From an optimization exercise on the open Yosys and OpenROAD flow, aimed at small area; shortcuts taken in it are not production practice. Function was checked by simulation only, so behaviour that the tests miss may differ from the original.

--- design/flow/config.mk ---
export PLATFORM = sky130hd
export DESIGN_NAME = sht20_codec
export DESIGN_NICKNAME = sht20_codec
export VERILOG_FILES = /design/flow/design.v
export SDC_FILE = /design/flow/constraint.sdc
export NUM_CORES = 4
export LEC_CHECK = 0
export ABC_AREA = 1
export CAP_MARGIN = 20
export CORE_MARGIN = 2
export CORE_UTILIZATION = 40
export CTS_CLUSTER_DIAMETER = 40
export CTS_CLUSTER_SIZE = 10
export SLEW_MARGIN = 20
--- design/flow/constraint.sdc ---
create_clock -name core_clock -period 60.0 [get_ports {clk}]
set_input_delay 12.0000 -clock core_clock [delete_from_list [all_inputs] [get_ports {clk}]]
set_output_delay 12.0000 -clock core_clock [all_outputs]
set_load 0.01 [all_outputs]
--- design/flow/design.v ---
module sht20_cconv (
    input  wire [13:0] n,
    input  wire        rh,
    output wire [29:0] v
);
    integer i;
    wire [13:0] q_a0 = {~n[13], ~n[12], ~n[11], ~n[13], ~n[12], ~n[11], n[13], n[12], n[11], ~n[3], n[13], n[12], n[11], n[10]};
    wire [13:0] q_b0 = {~n[7], ~n[6], ~n[5], ~n[10], ~n[9], ~n[8], n[11], n[10], n[9], ~n[0], n[10], n[9], n[8], n[7]};
    wire [13:0] q_d0 = {~n[5], ~n[4], ~n[3], ~n[4], 1'b0, 1'b0, 1'b0, 1'b0, ~n[4], 1'b0, n[8], 1'b0, 1'b0, 1'b0};
    wire [13:0] q_s0 = q_a0 ^ q_b0 ^ q_d0;
    wire [13:0] q_c0 = (q_a0 & q_b0) | (q_a0 & q_d0) | (q_b0 & q_d0);
    wire [22:0] q_a1 = {~n[13], ~n[12], ~n[11], ~n[10], ~n[9], ~n[8], n[3], n[2], n[1], ~n[2], ~n[3], ~n[2], ~n[10], ~n[9], n[13], n[12], ~n[6], ~n[5], ~n[1], 1'b1, n[7], n[6], n[5]};
    wire [22:0] q_b1 = {~n[11], ~n[10], ~n[9], ~n[8], ~n[7], ~n[6], 1'b1, 1'b1, 1'b1, n[0], ~n[1], ~n[0], ~n[7], ~n[6], ~n[8], ~n[7], ~n[3], ~n[2], q_c0[3], q_c0[2], ~n[2], ~n[1], ~n[0]};
    wire [22:0] q_d1 = {n[9], n[8], n[7], n[6], n[5], n[4], q_c0[12], q_c0[11], q_c0[10], q_c0[9], q_c0[8], 1'b1, 1'b0, ~n[0], 1'b0, ~n[4], q_c0[6], q_c0[5], q_c0[4], q_s0[3], q_c0[1], q_c0[0], 1'b0};
    wire [22:0] q_s1 = q_a1 ^ q_b1 ^ q_d1;
    wire [22:0] q_c1 = (q_a1 & q_b1) | (q_a1 & q_d1) | (q_b1 & q_d1);
    wire [29:0] q_a2 = {~n[13], ~n[12], 1'b1, 1'b1, 1'b1, 1'b1, 1'b1, q_c0[13], q_s0[13], q_s0[12], q_s0[11], q_s0[10], q_s0[9], q_s0[8], ~n[1], 1'b1, ~n[5], q_c0[7], q_s0[7], q_s0[6], q_s0[5], q_s0[4], q_s0[2], q_s0[1], 1'b1, n[9], n[8], n[7], n[6], n[5]};
    wire [29:0] q_b2 = {n[11], n[10], q_c1[21], q_c1[20], q_c1[19], q_c1[18], q_c1[17], q_c1[16], q_c1[15], q_c1[14], q_c1[13], q_c1[12], q_c1[11], q_c1[10], q_c1[9], q_c1[8], q_c1[7], q_c1[6], q_c1[5], q_c1[4], q_c1[3], q_c1[2], q_c1[1], q_c1[0], q_s0[0], n[6], n[5], n[4], n[3], n[2]};
    wire [29:0] q_d2 = {1'b1, q_c1[22], q_s1[22], q_s1[21], q_s1[20], q_s1[19], q_s1[18], q_s1[17], q_s1[16], q_s1[15], q_s1[14], q_s1[13], q_s1[12], q_s1[11], q_s1[10], q_s1[9], q_s1[8], q_s1[7], q_s1[6], q_s1[5], q_s1[4], q_s1[3], q_s1[2], q_s1[1], q_s1[0], n[4], n[3], n[2], n[1], 1'b0};
    wire [29:0] q_s2 = q_a2 ^ q_b2 ^ q_d2;
    wire [29:0] q_c2 = (q_a2 & q_b2) | (q_a2 & q_d2) | (q_b2 & q_d2);
    wire [37:0] q = {n[13], n[12], q_c2[28], q_c2[27], q_c2[26], q_c2[25], q_c2[24], q_c2[23], q_c2[22], q_c2[21], q_c2[20], q_c2[19], q_c2[18], q_c2[17], q_c2[16], q_c2[15], q_c2[14], q_c2[13], q_c2[12], q_c2[11], q_c2[10], q_c2[9], q_c2[8], q_c2[7], q_c2[6], q_c2[5], q_c2[4], q_c2[3], q_c2[2], q_c2[1], q_c2[0], n[0], n[4], n[3], n[2], n[1], n[0], 1'b0} + {1'b1, q_c2[29], q_s2[29], q_s2[28], q_s2[27], q_s2[26], q_s2[25], q_s2[24], q_s2[23], q_s2[22], q_s2[21], q_s2[20], q_s2[19], q_s2[18], q_s2[17], q_s2[16], q_s2[15], q_s2[14], q_s2[13], q_s2[12], q_s2[11], q_s2[10], q_s2[9], q_s2[8], q_s2[7], q_s2[6], q_s2[5], q_s2[4], q_s2[3], q_s2[2], q_s2[1], q_s2[0], n[1], n[0], 1'b0, 1'b0, 1'b0, 1'b0};
    reg [3:0] d;
    always @(*) begin
        d = 4'd0;
        for (i = 24; i < 38; i = i + 1)
            if (q[i]) d = i - 23;
    end
    wire [14:0] dec = 15'd1 << d;                  
    wire [14:0] mask = dec - 15'd1;                
    wire        gbit = |(q[13:0] & dec[14:1]);     
    wire        sbit = |(q[13:0] & mask[14:1]);    
    wire        lbit = |(q[14:0] & dec);           
    wire        rnd  = gbit & (sbit | lbit);
    wire [14:0] rhot = dec & {15{rnd}};
    wire [3:0] s_a0 = {q[16], q[15], q[14] & ~mask[14], q[13] & ~mask[13]};
    wire [3:0] s_b0 = {1'b1, 1'b1, rhot[14], rhot[13]};
    wire [3:0] s_d0 = {1'b0, 1'b0, 1'b0, 1'b0};
    wire [3:0] s_s0 = s_a0 ^ s_b0 ^ s_d0;
    wire [3:0] s_c0 = (s_a0 & s_b0) | (s_a0 & s_d0) | (s_b0 & s_d0);
    wire [38:0] s = {1'b1, q[37], q[36], q[35], q[34], q[33], q[32], q[31], q[30], q[29], q[28], q[27], q[26], q[25], q[24], q[23], q[22], q[21], q[20], q[19], q[18], q[17], s_c0[2], s_c0[1], s_c0[0], 1'b1, q[12] & ~mask[12], q[11] & ~mask[11], q[10] & ~mask[10], q[9] & ~mask[9], q[8] & ~mask[8], q[7] & ~mask[7], q[6] & ~mask[6], q[5] & ~mask[5], q[4] & ~mask[4], q[3] & ~mask[3], q[2] & ~mask[2], q[1] & ~mask[1], q[0] & ~mask[0]} + {1'b0, 1'b1, 1'b1, 1'b0, 1'b1, 1'b0, 1'b0, 1'b0, 1'b1, 1'b0, 1'b0, 1'b1, 1'b0, 1'b0, 1'b1, 1'b1, 1'b0, 1'b0, 1'b1, 1'b1, 1'b0, s_c0[3], s_s0[3], s_s0[2], s_s0[1], s_s0[0], rhot[12], rhot[11], rhot[10], rhot[9], rhot[8], rhot[7], rhot[6], rhot[5], rhot[4], rhot[3], rhot[2], rhot[1], rhot[0]};
    wire [15:0] hv_a0 = {n[9], n[8], n[7], n[6], n[5], n[4], n[3], n[2], n[1], n[0], ~n[5], ~n[4], ~n[3], ~n[2], ~n[1], ~n[0]};
    wire [15:0] hv_b0 = {1'b1, 1'b1, ~n[13], ~n[12], ~n[11], ~n[10], ~n[9], ~n[8], ~n[7], ~n[6], ~n[6], ~n[5], ~n[4], ~n[3], ~n[2], ~n[1]};
    wire [15:0] hv_d0 = {1'b0, 1'b0, 1'b1, ~n[13], ~n[12], ~n[11], ~n[10], ~n[9], ~n[8], ~n[7], 1'b0, 1'b0, 1'b0, 1'b0, 1'b0, 1'b0};
    wire [15:0] hv_s0 = hv_a0 ^ hv_b0 ^ hv_d0;
    wire [15:0] hv_c0 = (hv_a0 & hv_b0) | (hv_a0 & hv_d0) | (hv_b0 & hv_d0);
    wire [21:0] hv = {1'b1, n[13], n[12], n[11], n[10], hv_c0[14], hv_c0[13], hv_c0[12], hv_c0[11], hv_c0[10], hv_c0[9], hv_c0[8], hv_c0[7], hv_c0[6], hv_c0[5], hv_c0[4], hv_c0[3], hv_c0[2], hv_c0[1], hv_c0[0], 1'b1, ~n[0]} + {1'b0, 1'b1, 1'b1, 1'b1, hv_c0[15], hv_s0[15], hv_s0[14], hv_s0[13], hv_s0[12], hv_s0[11], hv_s0[10], hv_s0[9], hv_s0[8], hv_s0[7], hv_s0[6], hv_s0[5], hv_s0[4], hv_s0[3], hv_s0[2], hv_s0[1], hv_s0[0], 1'b1};
    wire [38:0] sv = rh ? {hv[21], hv, 16'd0} : s;
    wire        sg = sv[38];
    wire [37:0] t  = sv[37:0] ^ {38{sg}};
    reg  [5:0]  b;
    always @(*) begin
        b = 6'd0;
        for (i = 20; i < 38; i = i + 1)
            if (t[i]) b = i + 1;
    end
    wire [4:0]  lsh = 6'd38 - b;
    wire [37:0] nn  = (t << lsh) | ({38{sg}} & ~(38'h3FFFFFFFFF << lsh));
    wire [12:0] lm;
    genvar k;
    for (k = 0; k < 13; k = k + 1) begin : g_lm
        assign lm[k] = (b > k + 25);
    end
    wire        any1 = |(t[12:0] & lm);
    wire        all1 = &(t[12:0] | ~lm);
    wire        gd  = nn[13];
    wire        up0 = sg ? (gd | (all1 & nn[14])) : (gd & (any1 | nn[14]));
    wire [23:0] mr0 = {1'b0, nn[36], nn[35], nn[34], nn[33], nn[32], nn[31], nn[30], nn[29], nn[28], nn[27], nn[26], nn[25], nn[24], nn[23], nn[22], nn[21], nn[20], nn[19], nn[18], nn[17], nn[16], nn[15], nn[14]} + {1'b0, 1'b0, 1'b0, 1'b0, 1'b0, 1'b0, 1'b0, 1'b0, 1'b0, 1'b0, 1'b0, 1'b0, 1'b0, 1'b0, 1'b0, 1'b0, 1'b0, 1'b0, 1'b0, 1'b0, 1'b0, 1'b0, 1'b0, up0};
    wire [7:0] ce = {1'b0, 1'b1, b[5], b[4], b[3], b[2], b[1], b[0]} + {1'b0, 1'b0, 1'b1, 1'b0, 1'b0, 1'b0, 1'b0, mr0[23]};
    assign v = {sg, ce[7], ce[4:0], mr0[22:0]};
endmodule
module sht20_fconv (
    input  wire [29:0] c,
    output wire [31:0] f
);
    integer i;
    wire        sg = c[29];
    wire [7:0]  ce = {c[28], ~c[28], ~c[28], c[27:23]};
    wire [23:0] cm = {1'b1, c[22:0]};
    wire [25:0] y3 = {1'b0, cm[23], cm[23], cm[22], cm[21], cm[20], cm[19], cm[18], cm[17], cm[16], cm[15], cm[14], cm[13], cm[12], cm[11], cm[10], cm[9], cm[8], cm[7], cm[6], cm[5], cm[4], cm[3], cm[2], cm[1], cm[0]} + {1'b0, 1'b0, cm[22], cm[21], cm[20], cm[19], cm[18], cm[17], cm[16], cm[15], cm[14], cm[13], cm[12], cm[11], cm[10], cm[9], cm[8], cm[7], cm[6], cm[5], cm[4], cm[3], cm[2], cm[1], cm[0], 1'b0};
    wire [21:0] z_a0 = {y3[25], y3[24], y3[23], y3[22], y3[25], y3[24], y3[23], y3[22], y3[21], y3[20], y3[19], y3[18], y3[17], y3[16], y3[15], y3[14], y3[13], y3[12], y3[11], y3[10], y3[9], y3[8]};
    wire [21:0] z_b0 = {y3[21], y3[20], y3[19], y3[18], y3[21], y3[20], y3[19], y3[18], y3[17], y3[16], y3[15], y3[14], y3[13], y3[12], y3[11], y3[10], y3[9], y3[8], y3[7], y3[6], y3[5], y3[4]};
    wire [21:0] z_d0 = {1'b0, 1'b0, 1'b0, 1'b0, y3[17], y3[16], y3[15], y3[14], y3[13], y3[12], y3[11], y3[10], y3[9], y3[8], y3[7], y3[6], y3[5], y3[4], y3[3], y3[2], y3[1], 1'b0};
    wire [21:0] z_s0 = z_a0 ^ z_b0 ^ z_d0;
    wire [21:0] z_c0 = (z_a0 & z_b0) | (z_a0 & z_d0) | (z_b0 & z_d0);
    wire [33:0] z = {y3[25], y3[24], y3[23], y3[22], z_c0[20], z_c0[19], z_c0[18], z_c0[17], z_c0[16], z_c0[15], z_c0[14], z_c0[13], z_c0[12], z_c0[11], z_c0[10], z_c0[9], z_c0[8], z_c0[7], z_c0[6], z_c0[5], z_c0[4], z_c0[3], z_c0[2], z_c0[1], z_c0[0], y3[0], y3[7], y3[6], y3[5], y3[4], y3[3], y3[2], y3[1], y3[0]} + {1'b0, 1'b0, 1'b0, z_c0[21], z_s0[21], z_s0[20], z_s0[19], z_s0[18], z_s0[17], z_s0[16], z_s0[15], z_s0[14], z_s0[13], z_s0[12], z_s0[11], z_s0[10], z_s0[9], z_s0[8], z_s0[7], z_s0[6], z_s0[5], z_s0[4], z_s0[3], z_s0[2], z_s0[1], z_s0[0], y3[3], y3[2], y3[1], y3[0], 1'b0, 1'b0, 1'b0, 1'b0};
    wire [45:0] zz = {z[33], z[32], z[31], z[30], z[29], z[28], z[27], z[26], z[25], z[24], z[23], z[22], z[33], z[32], z[31], z[30], z[29], z[28], z[27], z[26], z[25], z[24], z[23], z[22], z[21], z[20], z[19], z[18], z[17], z[16], z[15], z[14], z[13], z[12], z[11], z[10], z[9], z[8], z[7], z[6], z[5], z[4], z[3], z[2], z[1], z[0]} + {1'b0, 1'b0, 1'b0, 1'b0, 1'b0, 1'b0, 1'b0, 1'b0, 1'b0, 1'b0, 1'b0, 1'b0, z[21], z[20], z[19], z[18], z[17], z[16], z[15], z[14], z[13], z[12], z[11], z[10], z[9], z[8], z[7], z[6], z[5], z[4], z[3], z[2], z[1], z[0], 1'b0, 1'b0, 1'b0, 1'b0, 1'b0, 1'b0, 1'b0, 1'b0, 1'b0, 1'b0, 1'b0, 1'b0};
    wire [46:0] ph = {1'b0, zz[45], zz[44], zz[43], zz[42], zz[41], zz[40], zz[39], zz[38], zz[37], zz[36], zz[35], zz[34], zz[33], zz[32], zz[31], zz[30], zz[29], zz[28], zz[27], zz[26], zz[25], zz[24], zz[23], zz[22], zz[21], zz[20], zz[19], zz[18], zz[17], zz[16], zz[15], zz[14], zz[13], zz[12], zz[11], zz[10], zz[9], zz[8], zz[7], zz[6], zz[5], zz[4], zz[3], zz[2], zz[1], zz[0]} + {1'b0, cm[23], cm[22], cm[21], cm[20], cm[19], cm[18], cm[17], cm[16], cm[15], cm[14], cm[13], cm[12], cm[11], cm[10], cm[9], cm[8], cm[7], cm[6], cm[5], cm[4], cm[3], cm[2], cm[1], cm[0], 1'b0, 1'b0, 1'b0, 1'b0, 1'b0, 1'b0, 1'b0, 1'b0, 1'b0, 1'b0, 1'b0, 1'b0, 1'b0, 1'b0, 1'b0, 1'b0, 1'b0, 1'b0, 1'b0, 1'b0, 1'b0, 1'b0};
    wire [47:0] pr  = {ph, 1'b0};
    wire        top = pr[47];
    wire        gg  = top ? pr[23] : pr[22];
    wire        gs  = top ? (|cm[21:0]) : (|cm[20:0]);
    wire        gl  = top ? pr[24] : pr[23];
    wire        up1 = gg & (gs | gl);
    wire [25:0] wr = {1'b0, pr[47], pr[46], pr[45], pr[44], pr[43], pr[42], pr[41], pr[40], pr[39], pr[38], pr[37], pr[36], pr[35], pr[34], pr[33], pr[32], pr[31], pr[30], pr[29], pr[28], pr[27], pr[26], pr[25], pr[24], ~top & pr[23]} + {1'b0, 1'b0, 1'b0, 1'b0, 1'b0, 1'b0, 1'b0, 1'b0, 1'b0, 1'b0, 1'b0, 1'b0, 1'b0, 1'b0, 1'b0, 1'b0, 1'b0, 1'b0, 1'b0, 1'b0, 1'b0, 1'b0, 1'b0, 1'b0, up1 & top, up1 & ~top};
    wire [7:0]  q8  = 8'd134 - ce;                 
    wire [4:0]  q   = q8[4:0];
    wire [16:0] hot = 17'd1 << q;
    wire [16:0] thm = ~((17'd1 << q) - 17'd1);     
    wire [38:0] op2 = {sg, sg ? thm : hot, 21'd0};
    wire [38:0] x = {op2[38], op2[37], op2[36], op2[35], op2[34], op2[33], op2[32], op2[31], op2[30], op2[29], op2[28], op2[27], op2[26], wr[25], wr[24], wr[23], wr[22], wr[21], wr[20], wr[19], wr[18], wr[17], wr[16], wr[15], wr[14], wr[13], wr[12], wr[11], wr[10], wr[9], wr[8], wr[7], wr[6], wr[5], wr[4], wr[3], wr[2], wr[1], wr[0]} + {1'b0, 1'b0, 1'b0, 1'b0, 1'b0, 1'b0, 1'b0, 1'b0, 1'b0, 1'b0, 1'b0, 1'b0, 1'b0, op2[25], op2[24], op2[23], op2[22], op2[21], op2[20], op2[19], op2[18], op2[17], op2[16], op2[15], op2[14], op2[13], op2[12], op2[11], op2[10], op2[9], op2[8], op2[7], op2[6], op2[5], op2[4], op2[3], op2[2], op2[1], op2[0]};
    wire        xs  = x[38];
    wire        fsg = sg & ~xs;
    wire [37:0] t2  = x[37:0] ^ {38{xs}};
    reg  [5:0]  b2;
    always @(*) begin
        b2 = 6'd0;
        for (i = 9; i < 38; i = i + 1)
            if (t2[i]) b2 = i + 1;
    end
    wire [5:0]  lsh2 = 6'd38 - b2;
    wire [37:0] n2  = (t2 << lsh2) | ({38{xs}} & ~(38'h3FFFFFFFFF << lsh2));
    wire [12:0] lm2;
    genvar k;
    for (k = 0; k < 13; k = k + 1) begin : g_lm2
        assign lm2[k] = (b2 > k + 25);
    end
    wire        any2 = |(t2[12:0] & lm2);
    wire        all2 = &(t2[12:0] | ~lm2);
    wire        up2 = xs ? (n2[13] | (all2 & n2[14])) : (n2[13] & (any2 | n2[14]));
    wire [23:0] mr2 = {1'b0, n2[36], n2[35], n2[34], n2[33], n2[32], n2[31], n2[30], n2[29], n2[28], n2[27], n2[26], n2[25], n2[24], n2[23], n2[22], n2[21], n2[20], n2[19], n2[18], n2[17], n2[16], n2[15], n2[14]} + {1'b0, 1'b0, 1'b0, 1'b0, 1'b0, 1'b0, 1'b0, 1'b0, 1'b0, 1'b0, 1'b0, 1'b0, 1'b0, 1'b0, 1'b0, 1'b0, 1'b0, 1'b0, 1'b0, 1'b0, 1'b0, 1'b0, 1'b0, up2};
    wire [7:0] fe_a0 = {ce[7], ce[6], b2[5], b2[4], b2[3], b2[2], b2[1], b2[0]};
    wire [7:0] fe_b0 = {1'b1, 1'b1, ce[5], ce[4], ce[3], ce[2], ce[1], ce[0]};
    wire [7:0] fe_d0 = {1'b0, 1'b0, 1'b1, 1'b0, 1'b1, 1'b0, 1'b0, 1'b0};
    wire [7:0] fe_s0 = fe_a0 ^ fe_b0 ^ fe_d0;
    wire [7:0] fe_c0 = (fe_a0 & fe_b0) | (fe_a0 & fe_d0) | (fe_b0 & fe_d0);
    wire [7:0] fe = {fe_c0[6], fe_c0[5], fe_c0[4], fe_c0[3], fe_c0[2], fe_c0[1], fe_c0[0], mr2[23]} + {fe_s0[7], fe_s0[6], fe_s0[5], fe_s0[4], fe_s0[3], fe_s0[2], fe_s0[1], fe_s0[0]};
    assign f = {fsg, fe, mr2[22:0]};
endmodule
module sht20_codec (
    input  wire        clk,
    input  wire        rst,
    input  wire        in_valid,
    input  wire [2:0]  op,
    input  wire [7:0]  a,
    input  wire [7:0]  b,
    output wire        out_valid,
    output wire        err,
    output wire [15:0] raw_masked,
    output wire [31:0] val0,
    output wire [31:0] val1,
    output wire [7:0]  ureg_out,
    output wire        otp_dis,
    output wire        htr_en,
    output wire        eob,
    output wire        res_valid,
    output wire [1:0]  res
);
    wire [1:0] cls = (op == 3'd0) ? 2'd0 :
                     (op == 3'd1) ? 2'd1 :
                     (op[2] & op[1]) ? 2'd3 : 2'd2;
    reg [7:0] u;
    always @(*) begin
        case (op)
            3'd3: u = (a & 8'h7E) | {b[1], 6'b000000, b[0]};
            3'd4: u = (a & 8'hFB) | {5'b00000, b[0], 2'b00};
            3'd5: u = (a & 8'hBF) | {1'b0, b[0], 6'b000000};
            default: u = a;
        endcase
    end
    wire [13:0] dat = op[2] | op[1] ? {6'd0, u} : {a, b[7:2]};
    reg        r1_valid;
    reg [1:0]  r1_cls;
    reg [13:0] r1_dat;
    always @(posedge clk) begin
        r1_valid <= ~rst & in_valid;
        r1_cls   <= cls;
        r1_dat   <= dat;
    end
    wire [29:0] c_v;
    sht20_cconv u_c (.n(r1_dat), .rh(r1_cls[0]), .v(c_v));
    reg        r2_valid;
    reg [1:0]  r2_cls;
    reg [13:0] r2_dat;
    reg [29:0] r2_v;
    always @(posedge clk) begin
        r2_valid <= ~rst & r1_valid;
        r2_cls   <= r1_cls;
        r2_dat   <= r1_dat;
        r2_v     <= c_v;
    end
    assign out_valid = r2_valid;
    wire [31:0] f_v;
    sht20_fconv u_f (.c(r2_v), .f(f_v));
    wire is_t = (r2_cls == 2'd0);
    wire is_m = ~r2_cls[1];
    wire is_u = (r2_cls == 2'd2);
    wire [7:0] ru = r2_dat[7:0];
    assign err        = (r2_cls == 2'd3);
    assign raw_masked = is_m ? {r2_dat, 2'b00} : 16'd0;
    assign val0       = is_m ? {r2_v[29:28], ~r2_v[28], ~r2_v[28], r2_v[27:0]} : 32'd0;
    assign val1       = is_t ? f_v : 32'd0;
    assign ureg_out   = is_u ? ru : 8'd0;
    assign otp_dis    = is_u & ru[1];
    assign htr_en     = is_u & ru[2];
    assign eob        = is_u & ru[6];
    assign res_valid  = is_u;
    assign res        = is_u ? {ru[7], ru[0]} : 2'b00;
endmodule
--- design/flow/flow/run.sh ---
#!/bin/bash
# The standard layout (standard.sh), with two changes:
#  - yosys maps its carry-lookahead cells ($lcu) to ripple carries
#    (flow/lcu_ripple.v) instead of ORFS's default Kogge-Stone map, so the
#    adders are small; the registers and everything else are as standard;
#  - the input and output port buffers are the smallest buffer cell.
# All tool output goes to standard.log in this folder.
set -o pipefail
export SYNTH_OPERATIONS_ARGS="-extra-map $PWD/flow/lcu_ripple.v"
export BUFFER_PORTS_ARGS="-buffer_cell sky130_fd_sc_hd__buf_1"
bash standard.sh > standard.log 2>&1
--- design/flow/flow/lcu_ripple.v ---
// Ripple-carry lookahead unit: a drop-in for yosys's $lcu that keeps adders small.
(* techmap_celltype = "$lcu" *)
module _80_lcu_ripple (P, G, CI, CO);
	parameter WIDTH = 2;

	(* force_downto *)
	input [WIDTH-1:0] P, G;
	input CI;

	(* force_downto *)
	output [WIDTH-1:0] CO;

	wire [1023:0] _TECHMAP_DO_ = "proc; opt -fast";

	integer i;
	(* force_downto *)
	reg [WIDTH-1:0] co;

	always @* begin
		co[0] = G[0] | (P[0] & CI);
		for (i = 1; i < WIDTH; i = i + 1)
			co[i] = G[i] | (P[i] & co[i-1]);
	end

	assign CO = co;
endmodule
--- design/flow/standard.sh ---
#!/bin/bash
# synth_recipe.tcl (not shown) runs the flow's synth.tcl, then flattens the netlist and writes it again
# the make line also repeats each setting of config.mk as NAME=value (left out here)
make -C /OpenROAD-flow-scripts/flow DESIGN_CONFIG=/design/flow/config.mk WORK_HOME=/design/flow/orfs CLKGATE_MAP_FILE= SYNTH_SCRIPT=/design/flow/synth_recipe.tcl "${@:-finish}"
==> results_dict.tcl, run 1 <==
set metrics [dict create \
    initial_utilization_pct 40.6 \
    ctsHoldBuffers 0 \
    die_x_microns 219 \
    yosysMostFrequentCell "nand2_1" \
    timing.critical_path.buf_inv 18 \
    initialDrtViolationCount 1438 \
    rows 78 \
    dieArea_sq_um 47900 \
    final_cells 3281 \
    grt_max_degree 67 \
    synth_ff_type "dfxtp_1" \
    vias 17100 \
    run_status "no timing/DRC/antenna violations" \
    core_sq_um 45500 \
    async_flop_share_pct 0 \
    grt_usage_pct 24.0 \
    dp.final_hpwl_mm 47.8 \
    grt_pass1_wl_mm 90.6 \
    cts_resized 0 \
    vias_per_cell 5.21 \
    cts-root-buf "clkbuf_16" \
    hold_viol_final 0 \
    cpMostUsedCell "ha_1" \
    slew_viol_final 0 \
    fin_skew_ps 9.98 \
    dp_slack_ps 7400 \
    ios 118 \
    post-route-period-util_pct 88.2 \
    ant_nets 0 \
    antenna_found_initial 1 \
    cts_num_sinks 64 \
    tightest_slew_ps 829 \
    endpoint_kind "primary output" \
    htree_levels 3 \
    finalSetupViolations 0 \
    crit_family "adder cells" \
    synth_commonest_cells "559 x nand2_1, 478 x inv_1, 263 x ha_1, 232 x nor2_1, 202 x fa_1" \
    syn_inst 2618 \
    slowest_delay_ps 590 \
    gp_congestion 0.971 \
    avgSynthCellArea_sq_um 7.05 \
    drc_errors 0 \
    fmax_ghz 0.0189 \
    crit_required_ps 48000 \
    cts.clk_slew.worst_paths_ps 60 \
    wire_per_inst_microns 17.1 \
    fin_tns_setup_ps 0 \
    crit_arrival_ps 40890 \
    drt_wl_total_mm 56.0 \
    gr-total-overflow 0 \
    criticalPathCategory "flop to primary output" \
    cts_buffer_depth 2 \
    synth-seq-cells 64 \
    layout-drive-gt1-share_pct 4.22 \
    finalCriticalPeriod_ps 52890 \
    post-cts-setup-buffer-count 0 \
    synth_area_leaders "fa_1 22%, ha_1 18%, nand2_1 11%, inv_1 9.7%, dfxtp_1 6.9%" \
    max-slew-margin-rel_pct 44.7 \
    syn_to_final_growth_pct 6.18 \
    hp-class "flop to flop" \
    synth_top_area_share_pct 21.9 \
    rsz0062_at_grt "no" \
    synth_top_area_cell "fa_1" \
    cts_tree "done" \
    ys_warn_count 3 \
    cpMaxStageDelayCell "fa_1" \
    numPortBuffers 115 \
    clock_latency_ps 340 \
    finalNetCount 3162 \
    dp.cells 3264 \
    first_global_vias 17100 \
    seq_area_frac_synth_pct 6.94 \
    synth_cell_type_count 65 \
    first_pass_iters 6 \
    final.setup.worst_slack_ps 7110 \
    cts_buffers 9 \
    cp_max_fo 60 \
    cap_violations 0 \
    synth-edff-count 0 \
    netlist_area_sq_um 18500 \
    start_kind "flop" \
    die_height_microns 219 \
]
[metal layers]
layer / wire [microns] / vias to the layer above / track usage (%)
met5: 0 / - / 0
met4: 1160 / 0 / 5.61
met3: 3970 / 78 / 3.76
met2: 25100 / 626 / 38.6
met1: 25800 / 8001 / 33.8
li1: - / 8390 / -
[final timing paths]
path	start	to	slack (ps)	depth (start not counted)
max	r2_v[0]	val1[29]	7110	184
min	r1_cls[1]	r2_cls[1]	340	0
max reg2reg	r1_dat[2]	r2_v[28]	18670	182
min reg2reg	r1_cls[1]	r2_cls[1]	340	0
[state kept, by name (all words and copies together) (netlist names)]
| register | cells |
|---|---|
| r2_valid | 1 |
| r2_cls | 2 |
| r2_v | 30 |
| r1_cls | 2 |
| r2_dat | 14 |
| r1_dat | 14 |
| r1_valid | 1 |
[cell usage in the layout (no fill, tap or decap), types with 6 or more instances in the layout]
| master | netlist | layout |
|---|---|---|
| clkbuf_16 | 0 | 9 |
| nand3_1 | 184 | 184 |
| o21ai_1 | 30 | 30 |
| inv_2 | 13 | 13 |
| or2_2 | 6 | 6 |
| buf_1 | 10 | 115 |
| nand4_1 | 14 | 14 |
| o21a_1 | 14 | 14 |
| nor3_1 | 18 | 18 |
| nand2_2 | 16 | 16 |
| a21oi_1 | 40 | 40 |
| o21ai_0 | 159 | 159 |
| o211ai_1 | 19 | 19 |
| a211oi_1 | 14 | 14 |
| nor2_1 | 232 | 232 |
| dfxtp_1 | 64 | 63 |
| a31oi_1 | 7 | 7 |
| inv_1 | 478 | 478 |
| ha_1 | 263 | 262 |
| xor2_1 | 35 | 35 |
| o22ai_1 | 25 | 25 |
| nand2_1 | 559 | 559 |
| o221ai_1 | 14 | 14 |
| xnor2_1 | 41 | 41 |
| fa_1 | 202 | 202 |
| buf_4 | 11 | 23 |
| o21ai_2 | 7 | 7 |
[through the flow]
stage	cell area (sq um)	hold slack, ps	util, %
global placement	19300	314	42.4
global route	19600	337	43.1
floorplan	18500	310	-
detailed placement	19300	322	42.4
CTS	19600	337	43.1
finish	19600	337	43.1
[layout make-up]
| class | instances | area [sq um] |
|---|---|---|
| Fill cell | 4830 | 25900 |
| Clock buffer | 10 | 239 |
| Timing Repair Buffer | 138 | 604 |
| Inverter | 496 | 1870 |
| Multi-Input combinational cell | 1966 | 14800 |
| Tap cell | 600 | 751 |
| Sequential cell | 64 | 1280 |
| Antenna cell | 1 | 2.50 |
| Clock inverter | 6 | 91.3 |
[cells by family after synthesis]
logic type               Yosys count  share of synthesized area, %
other                              1                        0.0203
multiplexers                       5                         0.271
XOR/XNOR                          83                          4.28
AO/OA/AOI/OAI                    361                          11.7
flip-flops                        64                          6.94
adder cells (fa/ha/maj)          465                          39.7
buffers and inverters            590                          13.2
AND/OR/NAND/NOR                 1049                          23.9
==> run 2, diff against run 1 <==
==> design/flow/run.sh (new file) <==
#!/bin/bash
# synth_recipe.tcl (not shown) runs the flow's synth.tcl, then flattens the netlist and writes it again
# the make line also repeats each setting of config.mk as NAME=value (left out here)
make -C /OpenROAD-flow-scripts/flow DESIGN_CONFIG=/design/flow/config.mk WORK_HOME=/design/flow/orfs CLKGATE_MAP_FILE= SYNTH_SCRIPT=/design/flow/synth_recipe.tcl finish
removed: design/flow/flow/run.sh
removed: design/flow/flow/lcu_ripple.v
removed: design/flow/standard.sh
==> run 2 against run 1 <==
  * Synthesized cell count is 60% higher
  * Non-clock buffer count is 4 lower
  * Cell count is 52% higher
  * Largest cell class unchanged
==> results_dict.tcl, run 2 <==
set metrics [dict create \
    run_status "no timing/DRC/antenna violations" \
    layout-drive-gt1-share_pct 4.90 \
    cts_buffers 9 \
    vias_per_cell 5.33 \
    fin_tns_setup_ps 0 \
    finalNetCount 4563 \
    netlist_area_sq_um 24100 \
    synth-seq-cells 64 \
    drc_errors 0 \
    criticalPathCategory "flop to primary output" \
    final_cells 5000 \
    initialDrtViolationCount 2067 \
    htree_levels 3 \
    ios 118 \
    cts_resized 0 \
    synth_cell_type_count 73 \
    slowest_delay_ps 560 \
    synth_area_leaders "nand2_1 17%, ha_1 14%, nand3_1 11%, inv_1 8.7%, nor2_1 6.8%" \
    regMostFlops "r2_v" \
    slew_viol_final 0 \
    cts-root-buf "clkbuf_16" \
    rows 89 \
    utilization_pct 44.1 \
    die_x_microns 249 \
    numPortBuffers 115 \
    holdCritStartpoint "r1_cls[1]" \
    rrSetupSlack_ps 43230 \
    die_height_microns 249 \
    final_common_cell "nand2_1" \
    min_to "r2_cls[1]" \
    seq_area_frac_synth_pct 5.32 \
    syn_to_final_growth_pct 8.31 \
    synth_commonest_cells "1074 x nand2_1, 556 x inv_1, 542 x nand3_1, 435 x nor2_1, 261 x ha_1" \
    synth_top_area_cell "nand2_1" \
    synth_top_area_share_pct 16.7 \
    tightest_slew_ps 1070 \
    post-route-period-util_pct 58.7 \
    cts_num_sinks 64 \
    hold_viol_final 0 \
    first_global_vias 25100 \
    hold_depth 0 \
    largest_register_ff_count 30 \
    ctsHoldBuffers 0 \
    cp_max_fo 45 \
    cpMostUsedCell "nand2_1" \
    r2r-start "r1_dat[9]" \
    cts.clk_slew.worst_paths_ps 70 \
    ant_nets 0 \
    grt_max_degree 49 \
    clock_latency_ps 370 \
    timing.rr.end "r2_v[28]" \
    gr-total-overflow 0 \
    endpoint_kind "primary output" \
    drt_wl_total_mm 84.0 \
    crit_required_ps 48000 \
    grt_usage_pct 26.4 \
    cpMaxStageDelayCell "clkdlybuf4s50_1" \
    cts_tree "done" \
    fmax_ghz 0.0284 \
    dp.final_hpwl_mm 70.2 \
    max-slew-margin-rel_pct 26.9 \
    cts_buffer_depth 2 \
    r2r_cells 82 \
    synth-edff-count 0 \
    avgSynthCellArea_sq_um 5.76 \
    syn_inst 4181 \
    dp.cells 4983 \
    async_flop_share_pct 0 \
    cap_violations 0 \
    reg_top3 "r2_v x30, r1_dat x14, r2_dat x14" \
    layout.cells.most_common_list "1074 x nand2_1, 556 x inv_1, 542 x nand3_1" \
    core_sq_um 59200 \
    antenna_found_initial 1 \
    wire_per_inst_microns 16.8 \
    start_kind "flop" \
    fin_skew_ps 19.0 \
    post-cts-setup-buffer-count 0 \
    yosysMostFrequentCell "nand2_1" \
    ys_warn_count 3 \
    vias 26600 \
    hp-class "flop to flop" \
    synth_ff_type "dfxtp_1" \
    initial_utilization_pct 40.7 \
    finalCriticalPeriod_ps 35200 \
    grt_pass1_wl_mm 134 \
    dieArea_sq_um 62200 \
    crit_arrival_ps 23200 \
    first_pass_iters 6 \
    rsz0062_at_grt "no" \
    gp_congestion 0.975 \
    finalSetupViolations 0 \
]
run 2: cell count changes in the layout (fill, tap and decap cells not counted), moves of 78 or more:
cell	previous run	this run
clkdlybuf4s50_1	0	115
fa_1	202	59
a21oi_1	40	233
nor2_1	232	434
buf_1	115	0
nand3_1	184	542
xor2_1	35	171
inv_1	478	556
nand2_1	559	1074
run 2: final cells by class:
class                           instances  area (sq um)
Sequential cell                        64          1280
Clock buffer                           10           239
Timing Repair Buffer                  134          1290
Tap cell                              773           967
Inverter                              595          2230
Antenna cell                            1          2.50
Multi-Input combinational cell       3417         20000
Clock inverter                          6          67.6
Fill cell                            6612         33100
run 2: stage by stage:
stage | setup slack, ps | area, sq um | hold WS (ps)
floorplan | 29990 | 24100 | 310
global placement | 25570 | 25800 | 310
detailed placement | 25340 | 25800 | 312
CTS | 24880 | 26100 | 317
global route | 22060 | 26100 | 334
finish | 24800 | 26100 | 316
run 2: worst max-delay path by stage:
stage                     cells after the start  endpoint  slack [ps]     from
after global routing                        141  val1[29]       22060  r2_v[1]
after global placement                      143  val1[29]       25570  r2_v[1]
after CTS                                   143  val1[29]       24880  r2_v[0]
final                                       143  val1[29]       24800  r2_v[0]
after detailed placement                    143  val1[29]       25340  r2_v[0]
after floorplan                             139  val1[29]       29990  r2_v[1]
run 2: critical path: cells and delay by family (launching register included):
kind                     cells  cell delay (ps)
adder cells (fa/ha/maj)     13             4090
buffers and inverters       20             3310
AO/OA/AOI/OAI               21             3720
XOR/XNOR                     4             1340
AND/OR/NAND/NOR             85             9750
flip-flops                   1              480
run 2: layer usage:
metal	global-route usage [%]	wire length [microns]
met5	0	0
met2	44.7	38600
met4	5.54	1790
met3	2.29	4210
met1	36.5	39400
run 2: logic make-up after synthesis:
group | count (synthesis) | share of synthesized area, %
fa+ha+maj | 320 | 18.4
compound gates | 558 | 13.0
xor+xnor | 267 | 10.3
other cells | 1 | 0.0156
simple gates | 2269 | 41.1
flops | 64 | 5.32
buf+inv | 702 | 11.7
==> run 3, diff against run 2 <==
--- a/design/flow/design.v
+++ b/design/flow/design.v
@@ -21,12 +21,11 @@
     wire [29:0] q_c2 = (q_a2 & q_b2) | (q_a2 & q_d2) | (q_b2 & q_d2);
     wire [37:0] q = {n[13], n[12], q_c2[28], q_c2[27], q_c2[26], q_c2[25], q_c2[24], q_c2[23], q_c2[22], q_c2[21], q_c2[20], q_c2[19], q_c2[18], q_c2[17], q_c2[16], q_c2[15], q_c2[14], q_c2[13], q_c2[12], q_c2[11], q_c2[10], q_c2[9], q_c2[8], q_c2[7], q_c2[6], q_c2[5], q_c2[4], q_c2[3], q_c2[2], q_c2[1], q_c2[0], n[0], n[4], n[3], n[2], n[1], n[0], 1'b0} + {1'b1, q_c2[29], q_s2[29], q_s2[28], q_s2[27], q_s2[26], q_s2[25], q_s2[24], q_s2[23], q_s2[22], q_s2[21], q_s2[20], q_s2[19], q_s2[18], q_s2[17], q_s2[16], q_s2[15], q_s2[14], q_s2[13], q_s2[12], q_s2[11], q_s2[10], q_s2[9], q_s2[8], q_s2[7], q_s2[6], q_s2[5], q_s2[4], q_s2[3], q_s2[2], q_s2[1], q_s2[0], n[1], n[0], 1'b0, 1'b0, 1'b0, 1'b0};
-    reg [3:0] d;
-    always @(*) begin
-        d = 4'd0;
-        for (i = 24; i < 38; i = i + 1)
-            if (q[i]) d = i - 23;
-    end
-    wire [14:0] dec = 15'd1 << d;                  
-    wire [14:0] mask = dec - 15'd1;                
+    wire [14:0] mask;
+    assign mask[14] = 1'b0;
+    genvar j;
+    for (j = 13; j >= 0; j = j - 1) begin : g_mask
+        assign mask[j] = mask[j + 1] | q[j + 24];
+    end
+    wire [14:0] dec = {mask[13:0], 1'b1} & ~mask;    
     wire        gbit = |(q[13:0] & dec[14:1]);     
     wire        sbit = |(q[13:0] & mask[14:1]);    
@@ -49,17 +48,18 @@
     wire        sg = sv[38];
     wire [37:0] t  = sv[37:0] ^ {38{sg}};
-    reg  [5:0]  b;
-    always @(*) begin
-        b = 6'd0;
-        for (i = 20; i < 38; i = i + 1)
-            if (t[i]) b = i + 1;
-    end
-    wire [4:0]  lsh = 6'd38 - b;
-    wire [37:0] nn  = (t << lsh) | ({38{sg}} & ~(38'h3FFFFFFFFF << lsh));
+    wire        nz_s16 = ~|t[37:22];
+    wire [37:0] nz_x16 = nz_s16 ? {t[21:0], {16{sg}}} : t;
+    wire        nz_s8 = ~|nz_x16[37:30];
+    wire [37:0] nz_x8 = nz_s8 ? {nz_x16[29:0], {8{sg}}} : nz_x16;
+    wire        nz_s4 = ~|nz_x8[37:34];
+    wire [37:0] nz_x4 = nz_s4 ? {nz_x8[33:0], {4{sg}}} : nz_x8;
+    wire        nz_s2 = ~|nz_x4[37:36];
+    wire [37:0] nz_x2 = nz_s2 ? {nz_x4[35:0], {2{sg}}} : nz_x4;
+    wire        nz_s1 = ~|nz_x2[37:37];
+    wire [37:0] nz_x1 = nz_s1 ? {nz_x2[36:0], {1{sg}}} : nz_x2;
+    wire [4:0]  lsh = {nz_s16, nz_s8, nz_s4, nz_s2, nz_s1};
+    wire [37:0] nn  = nz_x1;
     wire [12:0] lm;
-    genvar k;
-    for (k = 0; k < 13; k = k + 1) begin : g_lm
-        assign lm[k] = (b > k + 25);
-    end
+    assign lm = 13'h1FFF >> lsh;
     wire        any1 = |(t[12:0] & lm);
     wire        all1 = &(t[12:0] | ~lm);
@@ -67,5 +67,10 @@
     wire        up0 = sg ? (gd | (all1 & nn[14])) : (gd & (any1 | nn[14]));
     wire [23:0] mr0 = {1'b0, nn[36], nn[35], nn[34], nn[33], nn[32], nn[31], nn[30], nn[29], nn[28], nn[27], nn[26], nn[25], nn[24], nn[23], nn[22], nn[21], nn[20], nn[19], nn[18], nn[17], nn[16], nn[15], nn[14]} + {1'b0, 1'b0, 1'b0, 1'b0, 1'b0, 1'b0, 1'b0, 1'b0, 1'b0, 1'b0, 1'b0, 1'b0, 1'b0, 1'b0, 1'b0, 1'b0, 1'b0, 1'b0, 1'b0, 1'b0, 1'b0, 1'b0, 1'b0, up0};
-    wire [7:0] ce = {1'b0, 1'b1, b[5], b[4], b[3], b[2], b[1], b[0]} + {1'b0, 1'b0, 1'b1, 1'b0, 1'b0, 1'b0, 1'b0, mr0[23]};
+    wire [2:0] ce_a0 = {~lsh[2], ~lsh[1], ~lsh[0]};
+    wire [2:0] ce_b0 = {1'b1, 1'b1, mr0[23]};
+    wire [2:0] ce_d0 = {1'b0, 1'b0, 1'b0};
+    wire [2:0] ce_s0 = ce_a0 ^ ce_b0 ^ ce_d0;
+    wire [2:0] ce_c0 = (ce_a0 & ce_b0) | (ce_a0 & ce_d0) | (ce_b0 & ce_d0);
+    wire [7:0] ce = {1'b0, 1'b1, 1'b1, ~lsh[4], ~lsh[3], ce_c0[1], ce_c0[0], 1'b1} + {1'b0, 1'b0, 1'b0, 1'b0, ce_c0[2], ce_s0[2], ce_s0[1], ce_s0[0]};
     assign v = {sg, ce[7], ce[4:0], mr0[22:0]};
 endmodule
@@ -103,27 +108,33 @@
     wire        fsg = sg & ~xs;
     wire [37:0] t2  = x[37:0] ^ {38{xs}};
-    reg  [5:0]  b2;
-    always @(*) begin
-        b2 = 6'd0;
-        for (i = 9; i < 38; i = i + 1)
-            if (t2[i]) b2 = i + 1;
-    end
-    wire [5:0]  lsh2 = 6'd38 - b2;
-    wire [37:0] n2  = (t2 << lsh2) | ({38{xs}} & ~(38'h3FFFFFFFFF << lsh2));
+    wire        nf_s16 = ~|t2[37:22];
+    wire [37:0] nf_x16 = nf_s16 ? {t2[21:0], {16{xs}}} : t2;
+    wire        nf_s8 = ~|nf_x16[37:30];
+    wire [37:0] nf_x8 = nf_s8 ? {nf_x16[29:0], {8{xs}}} : nf_x16;
+    wire        nf_s4 = ~|nf_x8[37:34];
+    wire [37:0] nf_x4 = nf_s4 ? {nf_x8[33:0], {4{xs}}} : nf_x8;
+    wire        nf_s2 = ~|nf_x4[37:36];
+    wire [37:0] nf_x2 = nf_s2 ? {nf_x4[35:0], {2{xs}}} : nf_x4;
+    wire        nf_s1 = ~|nf_x2[37:37];
+    wire [37:0] nf_x1 = nf_s1 ? {nf_x2[36:0], {1{xs}}} : nf_x2;
+    wire [4:0]  lsh2 = {nf_s16, nf_s8, nf_s4, nf_s2, nf_s1};
+    wire [37:0] n2  = nf_x1;
     wire [12:0] lm2;
-    genvar k;
-    for (k = 0; k < 13; k = k + 1) begin : g_lm2
-        assign lm2[k] = (b2 > k + 25);
-    end
+    assign lm2 = 13'h1FFF >> lsh2;
     wire        any2 = |(t2[12:0] & lm2);
     wire        all2 = &(t2[12:0] | ~lm2);
     wire        up2 = xs ? (n2[13] | (all2 & n2[14])) : (n2[13] & (any2 | n2[14]));
     wire [23:0] mr2 = {1'b0, n2[36], n2[35], n2[34], n2[33], n2[32], n2[31], n2[30], n2[29], n2[28], n2[27], n2[26], n2[25], n2[24], n2[23], n2[22], n2[21], n2[20], n2[19], n2[18], n2[17], n2[16], n2[15], n2[14]} + {1'b0, 1'b0, 1'b0, 1'b0, 1'b0, 1'b0, 1'b0, 1'b0, 1'b0, 1'b0, 1'b0, 1'b0, 1'b0, 1'b0, 1'b0, 1'b0, 1'b0, 1'b0, 1'b0, 1'b0, 1'b0, 1'b0, 1'b0, up2};
-    wire [7:0] fe_a0 = {ce[7], ce[6], b2[5], b2[4], b2[3], b2[2], b2[1], b2[0]};
-    wire [7:0] fe_b0 = {1'b1, 1'b1, ce[5], ce[4], ce[3], ce[2], ce[1], ce[0]};
-    wire [7:0] fe_d0 = {1'b0, 1'b0, 1'b1, 1'b0, 1'b1, 1'b0, 1'b0, 1'b0};
-    wire [7:0] fe_s0 = fe_a0 ^ fe_b0 ^ fe_d0;
-    wire [7:0] fe_c0 = (fe_a0 & fe_b0) | (fe_a0 & fe_d0) | (fe_b0 & fe_d0);
-    wire [7:0] fe = {fe_c0[6], fe_c0[5], fe_c0[4], fe_c0[3], fe_c0[2], fe_c0[1], fe_c0[0], mr2[23]} + {fe_s0[7], fe_s0[6], fe_s0[5], fe_s0[4], fe_s0[3], fe_s0[2], fe_s0[1], fe_s0[0]};
+    wire [3:0] fe_a0 = {~lsh2[3], ~lsh2[2], ~lsh2[1], ~lsh2[0]};
+    wire [3:0] fe_b0 = {ce[3], ce[2], ce[1], ce[0]};
+    wire [3:0] fe_d0 = {1'b0, 1'b0, 1'b0, 1'b0};
+    wire [3:0] fe_s0 = fe_a0 ^ fe_b0 ^ fe_d0;
+    wire [3:0] fe_c0 = (fe_a0 & fe_b0) | (fe_a0 & fe_d0) | (fe_b0 & fe_d0);
+    wire [7:0] fe_a1 = {ce[7], ce[6], ce[5], ~lsh2[4], 1'b1, 1'b1, 1'b1, mr2[23]};
+    wire [7:0] fe_b1 = {1'b1, 1'b1, 1'b1, ce[4], fe_c0[2], fe_c0[1], fe_c0[0], 1'b1};
+    wire [7:0] fe_d1 = {1'b0, 1'b0, 1'b0, fe_c0[3], fe_s0[3], fe_s0[2], fe_s0[1], 1'b0};
+    wire [7:0] fe_s1 = fe_a1 ^ fe_b1 ^ fe_d1;
+    wire [7:0] fe_c1 = (fe_a1 & fe_b1) | (fe_a1 & fe_d1) | (fe_b1 & fe_d1);
+    wire [7:0] fe = {fe_c1[6], fe_c1[5], fe_c1[4], fe_c1[3], fe_c1[2], fe_c1[1], fe_c1[0], fe_s0[0]} + {fe_s1[7], fe_s1[6], fe_s1[5], fe_s1[4], fe_s1[3], fe_s1[2], fe_s1[1], fe_s1[0]};
     assign f = {fsg, fe, mr2[22:0]};
 endmodule
==> design/flow/flow/run.sh (new file) <==
#!/bin/bash
# The standard layout (standard.sh), with two changes:
#  - yosys maps its carry-lookahead cells ($lcu) to ripple carries
#    (flow/lcu_ripple.v) instead of ORFS's default Kogge-Stone map, so the
#    adders are small; the registers and everything else are as standard;
#  - the input and output port buffers are the smallest buffer cell.
# All tool output goes to standard.log in this folder.
set -o pipefail
export SYNTH_OPERATIONS_ARGS="-extra-map $PWD/flow/lcu_ripple.v"
export BUFFER_PORTS_ARGS="-buffer_cell sky130_fd_sc_hd__buf_1"
bash standard.sh > standard.log 2>&1
==> design/flow/flow/lcu_ripple.v (new file) <==
// Ripple-carry lookahead unit: a drop-in for yosys's $lcu that keeps adders small.
(* techmap_celltype = "$lcu" *)
module _80_lcu_ripple (P, G, CI, CO);
	parameter WIDTH = 2;

	(* force_downto *)
	input [WIDTH-1:0] P, G;
	input CI;

	(* force_downto *)
	output [WIDTH-1:0] CO;

	wire [1023:0] _TECHMAP_DO_ = "proc; opt -fast";

	integer i;
	(* force_downto *)
	reg [WIDTH-1:0] co;

	always @* begin
		co[0] = G[0] | (P[0] & CI);
		for (i = 1; i < WIDTH; i = i + 1)
			co[i] = G[i] | (P[i] & co[i-1]);
	end

	assign CO = co;
endmodule
==> design/flow/standard.sh (new file) <==
#!/bin/bash
# synth_recipe.tcl (not shown) runs the flow's synth.tcl, then flattens the netlist and writes it again
# the make line also repeats each setting of config.mk as NAME=value (left out here)
make -C /OpenROAD-flow-scripts/flow DESIGN_CONFIG=/design/flow/config.mk WORK_HOME=/design/flow/orfs CLKGATE_MAP_FILE= SYNTH_SCRIPT=/design/flow/synth_recipe.tcl "${@:-finish}"
--- a/design/flow/config.mk
+++ b/design/flow/config.mk
@@ -10,5 +10,6 @@
 export CORE_MARGIN = 2
 export CORE_UTILIZATION = 40
-export CTS_CLUSTER_DIAMETER = 40
-export CTS_CLUSTER_SIZE = 10
+export CTS_BUF_LIST = sky130_fd_sc_hd__clkbuf_8
+export CTS_CLUSTER_DIAMETER = 60
+export CTS_CLUSTER_SIZE = 16
 export SLEW_MARGIN = 20
removed: design/flow/run.sh
==> run 3 against run 2 <==
  * Via count shrank 42%
  * Still clean
  * First-iteration DRC count shrank 58%
  * Utilization shrank 1.3 points
  * Worst setup slack lost 20000 ps
  * Die area shrank 29%
  * Maximum frequency shrank 36%
  * Hold slack gained 28 ps
==> results_dict.tcl, run 3 <==
set metrics [dict create \
    tightest_slew_ps 940 \
    crit_required_ps 48000 \
    cpMaxStageDelayCell "ha_4" \
    run_status "no timing/DRC/antenna violations" \
    rrSetupSlack_ps 19410 \
    synth-seq-cells 64 \
    cts-root-buf "clkbuf_8" \
    slew_viol_final 0 \
    cts_buffer_depth 2 \
    finalNetCount 2925 \
    holdCritStartpoint "r1_cls[1]" \
    dieArea_sq_um 44300 \
    ios 118 \
    cp_max_fo 42 \
    ys_warn_count 1 \
    grt_usage_pct 23.1 \
    async_flop_share_pct 0 \
    cts_resized 0 \
    post-route-period-util_pct 92.2 \
    endpoint_kind "primary output" \
    ctsHoldBuffers 0 \
    hold_depth 0 \
    core_sq_um 42000 \
    syn_inst 2409 \
    fin_tns_setup_ps 0 \
    vias_per_cell 5.10 \
    regMostFlops "r2_v" \
    fin_skew_ps 19.9 \
    r2r-start "r1_dat[3]" \
    crit_family "adder cells" \
    final_common_cell "nand2_1" \
    netlist_area_sq_um 17100 \
    cts_tree "done" \
    vias 15300 \
    hp-class "flop to flop" \
    cts.clk_slew.worst_paths_ps 90 \
    start_kind "flop" \
    yosysMostFrequentCell "nand2_1" \
    num_antenna_cells 0 \
    avgSynthCellArea_sq_um 7.08 \
    layout-drive-gt1-share_pct 4.66 \
    htree_levels 3 \
    synth_area_leaders "fa_1 24%, ha_1 17%, nand2_1 12%, inv_1 9.8%, dfxtp_1 7.5%" \
    criticalPathCategory "flop to primary output" \
    finalCriticalPeriod_ps 55340 \
    seq_area_frac_synth_pct 7.51 \
    synth-edff-count 0 \
    nFillCells 4515 \
    r2r_cells 177 \
    grt_pass1_wl_mm 80.3 \
    timing.rr.end "r2_v[27]" \
    synth_top_area_cell "fa_1" \
    max-slew-margin-rel_pct 37.2 \
    slowest_delay_ps 690 \
    first_pass_iters 5 \
    cts_buffers 9 \
    synth_top_area_share_pct 24.2 \
    wire_per_inst_microns 16.9 \
    reg_top3 "r2_v x30, r1_dat x14, r2_dat x14" \
    initialDrtViolationCount 875 \
    crit_arrival_ps 43340 \
    drc_errors 0 \
    dp.final_hpwl_mm 43.6 \
    cap_violations 0 \
    die_x_microns 211 \
    grt_max_degree 59 \
    initial_utilization_pct 40.6 \
    rows 75 \
    clock_latency_ps 370 \
    seqCellArea_sq_um 1280 \
    layout.cells.most_common_list "526 x nand2_1, 449 x inv_1, 239 x nor2_1" \
    rsz0062_at_grt "no" \
    post-cts-setup-buffer-count 0 \
    hold_viol_final 0 \
    first_global_vias 15400 \
    drt_wl_total_mm 50.8 \
    min_to "r2_cls[1]" \
    fmax_ghz 0.0181 \
    largest_register_ff_count 30 \
    timing.critical_path.buf_inv 15 \
    gp_congestion 0.982 \
    synth_cell_type_count 56 \
    finalSetupViolations 0 \
    syn_to_final_growth_pct 5.33 \
    cts_num_sinks 64 \
    gr-total-overflow 0 \
    cpMostUsedCell "ha_1" \
    ant_nets 0 \
    numPortBuffers 115 \
    die_height_microns 211 \
    synth_ff_type "dfxtp_1" \
    multi_input_area_sq_um 13500 \
    synth_commonest_cells "526 x nand2_1, 447 x inv_1, 239 x nor2_1, 233 x ha_1, 206 x fa_1" \
    antenna_found_initial 0 \
]
run 3: stage by stage:
step	instances	hold WS (ps)	area (sq um)	worst slack (ps)	util, %
after floorplan	2411	310	17100	9280	-
after global placement	2992	313	17700	5390	42.2
after detailed placement	2992	316	17700	4610	42.2
after CTS	3008	346	18000	4070	42.7
after global routing	3008	347	18000	2170	42.7
final	3008	344	18000	4660	42.7
run 3: area by class of cell:
| type | count | area share (%) |
|---|---|---|
| Multi-Input combinational cell | 1793 | 75.3 |
| Clock inverter | 7 | 0.494 |
| Sequential cell | 64 | 7.14 |
| Tap cell | 539 | 3.75 |
| Timing Repair Buffer | 124 | 2.78 |
| Inverter | 472 | 9.89 |
| Clock buffer | 9 | 0.689 |
run 3: worst max path at each step:
stage	start	endpoint	slack (ps)	cells after the start
global route	r2_v[0]	val1[28]	2170	163
detailed placement	r2_v[0]	val1[28]	4610	163
global placement	r2_v[0]	val1[28]	5390	163
CTS	r2_v[0]	val1[28]	4070	163
floorplan	r2_v[0]	val1[28]	9280	162
finish	r2_v[0]	val1[28]	4660	163
run 3: cells by family after synthesis:
logic type / share of synthesized area (%)
simple gates: 22.9
buf+inv: 13.3
fa+ha+maj: 41.3
compound gates: 11.1
xor+xnor: 3.49
flops: 7.51
mux: 0.352
other cells: 0.0220
run 3: layer usage:
layer	wire length (microns)	global-route usage [%]
met5	0	0
met4	1960	8.69
met3	2100	2.85
met2	25900	42.6
met1	20900	27.2
run 3: worst register-to-register path, delay by kind of cell (launching register included):
family | cells | cell delay, ps
flops | 1 | 660
simple gates | 43 | 6850
compound gates | 2 | 290
buf+inv | 34 | 2380
fa+ha+maj | 98 | 30330
==> run 4, diff against run 3 <==
--- a/design/flow/config.mk
+++ b/design/flow/config.mk
@@ -10,6 +10,5 @@
 export CORE_MARGIN = 2
 export CORE_UTILIZATION = 40
-export CTS_BUF_LIST = sky130_fd_sc_hd__clkbuf_8
-export CTS_CLUSTER_DIAMETER = 60
-export CTS_CLUSTER_SIZE = 16
+export CTS_CLUSTER_DIAMETER = 40
+export CTS_CLUSTER_SIZE = 10
 export SLEW_MARGIN = 20
==> run 4 against run 3 <==
  * Final area is 0.56% higher
  * Area after synthesis stayed put
  * Synthesized cell count stayed put
  * Die area stayed put
  * Critical path depth stayed put
  * Via count is 0.15% higher
  * Cell count stayed put
  * Hold slack worse by 13 ps
  * First-iteration DRC count is 3.5% higher
  * Highest routed layer unchanged
==> results_dict.tcl, run 4 <==
set metrics [dict create \
    crit_family "adder cells" \
    rsz0062_at_grt "no" \
    die_height_microns 211 \
    cap_violations 0 \
    netlist_area_sq_um 17100 \
    cts_buffers 9 \
    cp_max_fo 42 \
    cts_buffer_depth 2 \
    tightest_slew_ps 942 \
    num_antenna_cells 0 \
    finalNetCount 2925 \
    fmax_ghz 0.0181 \
    slowest_delay_ps 690 \
    drc_errors 0 \
    final_common_cell "nand2_1" \
    gp_congestion 0.982 \
    finalSetupViolations 0 \
    placed_area_sq_um 17700 \
    final_cells 3008 \
    fin_tns_setup_ps 0 \
    wire_per_inst_microns 16.9 \
    cts_tree "done" \
    hp-class "flop to flop" \
    final_area_sq_um 18100 \
    numPortBuffers 115 \
    vias 15400 \
    start_kind "flop" \
    grt_pass1_wl_mm 80.3 \
    antenna_found_initial 0 \
    die_x_microns 211 \
    cts_num_sinks 64 \
    timing.critical_path.buf_inv 15 \
    htree_levels 3 \
    drt_wl_total_mm 50.8 \
    core_sq_um 42000 \
    grt_max_degree 59 \
    synth_commonest_cells "526 x nand2_1, 447 x inv_1, 239 x nor2_1, 233 x ha_1, 206 x fa_1" \
    reg_top3 "r2_v x30, r1_dat x14, r2_dat x14" \
    synth_ff_type "dfxtp_1" \
    first_pass_iters 5 \
    rows 75 \
    ant_nets 0 \
    endpoint_kind "primary output" \
    synth-seq-cells 64 \
    crit_arrival_ps 43310 \
    syn_inst 2409 \
    run_status "no timing/DRC/antenna violations" \
    hold_viol_final 0 \
    initial_utilization_pct 40.6 \
    avgSynthCellArea_sq_um 7.08 \
    synth-edff-count 0 \
    layout-drive-gt1-share_pct 4.66 \
    clock_latency_ps 340 \
    synth_top_area_share_pct 24.2 \
    synth_cell_type_count 56 \
    yosysMostFrequentCell "nand2_1" \
    ctsHoldBuffers 0 \
    max-slew-margin-rel_pct 37.0 \
    criticalPathCategory "flop to primary output" \
    async_flop_share_pct 0 \
    vias_per_cell 5.11 \
    first_global_vias 15400 \
    syn_to_final_growth_pct 5.93 \
    cpMaxStageDelayCell "ha_4" \
    cts.clk_slew.worst_paths_ps 60 \
    regMostFlops "r2_v" \
    crit_required_ps 48000 \
    dieArea_sq_um 44300 \
    finalCriticalPeriod_ps 55310 \
    layout.cells.most_common_list "526 x nand2_1, 447 x inv_1, 239 x nor2_1" \
    utilization_pct 43.0 \
    rrSetupSlack_ps 19470 \
    dp.final_hpwl_mm 43.6 \
    dp_slack_ps 4610 \
    largest_register_ff_count 30 \
    initialDrtViolationCount 906 \
    fin_skew_ps 11.7 \
    ys_warn_count 1 \
    seq_area_frac_synth_pct 7.51 \
    final.setup.worst_slack_ps 4690 \
    cpMostUsedCell "ha_1" \
    grt_usage_pct 23.1 \
    post-cts-setup-buffer-count 0 \
    cts_resized 0 \
    cts-root-buf "clkbuf_16" \
    post-route-period-util_pct 92.2 \
    dp.cells 2992 \
    slew_viol_final 0 \
    ios 118 \
    synth_area_leaders "fa_1 24%, ha_1 17%, nand2_1 12%, inv_1 9.8%, dfxtp_1 7.5%" \
    synth_top_area_cell "fa_1" \
    gr-total-overflow 0 \
]
-- run 4: cell types whose count changed in the layout (fill, tap and decap cells not counted), sizes merged --
cell | before | now
inv | 471 | 469
clkbuf | 9 | 11
-- run 4: final timing paths --
path,startpoint,to,cells after the start
hold reg to reg,r1_cls[1],r2_cls[1],0
hold / removal,r1_cls[1],r2_cls[1],0
setup / recovery,r2_v[0],val1[28],163
setup reg to reg,r1_dat[3],r2_v[27],177
-- run 4: metal layers --
metal	track usage, %	part of all wire [%]	vias to the layer above
li1	-	-	7559
met1	27.4	41	7302
met2	42.7	51	400
met3	2.56	3.9	100
met4	8.43	3.9	0
met5	0	0	-
-- run 4: cell families after synthesis --
family	count (synthesis)	synth area share, %
and+or+nand+nor	935	22.9
other	1	0.0220
DFF	64	7.51
buffers and inverters	554	13.3
muxes	6	0.352
adders and majority gates	439	41.3
AOI/OAI and AO/OA	342	11.1
xor gates and xnor gates	68	3.49
-- run 4: final cells by class --
class | instances | area [sq um]
tap | 539 | 674
fill | 4494 | 24000
clock buffer | 11 | 233
clock inverter | 5 | 81.3
inverter | 472 | 1780
multi-input combinational | 1793 | 13500
sequential | 64 | 1280
timing repair buffer | 124 | 499
-- run 4: per-stage QoR --
| stage | hold slack [ps] |
|---|---|
| 2_1_floorplan | 310 |
| 3_3_place_gp | 313 |
| 3_5_place_dp | 316 |
| 4_1_cts | 334 |
| 5_1_grt | 334 |
| 6_report | 331 |

port drivers added, routing unchanged:
In the flow no input, the clock included, has a driving cell. The finished layouts below were timed again as built, in two steps.
Step 1 assumes that a clkbuf_16 drives the clock port and a buf_2 every other input.
Step 2 adds t to the input delays and takes it off the output delays; t is the mean of the earliest and latest rising clock arrival at the registers after step 1. Input paths then give back, and output paths get back, about the clock's delay inside the block.
Three values: ideal ports, drivers, drivers and shift; two values: the first two.
run	shift t [ns]	setup slack, ns	hold slack, ns	worst setup path after step 2	clock arrival spread, ns
run 1	0.376	7.105 / 7.066 / 7.441	0.337 / 0.337 / 0.337	register to output	0.010 / 0.011
run 2	0.421	24.797 / 24.739 / 25.160	0.316 / 0.316 / 0.316	register to output	0.019 / 0.019
run 3	0.393	4.660 / 4.625 / 5.017	0.344 / 0.344 / 0.344	register to output	0.021 / 0.021
run 4	0.372	4.695 / 4.657 / 5.030	0.331 / 0.331 / 0.331	register to output	0.012 / 0.013
After both steps setup and hold are still met in every run listed.
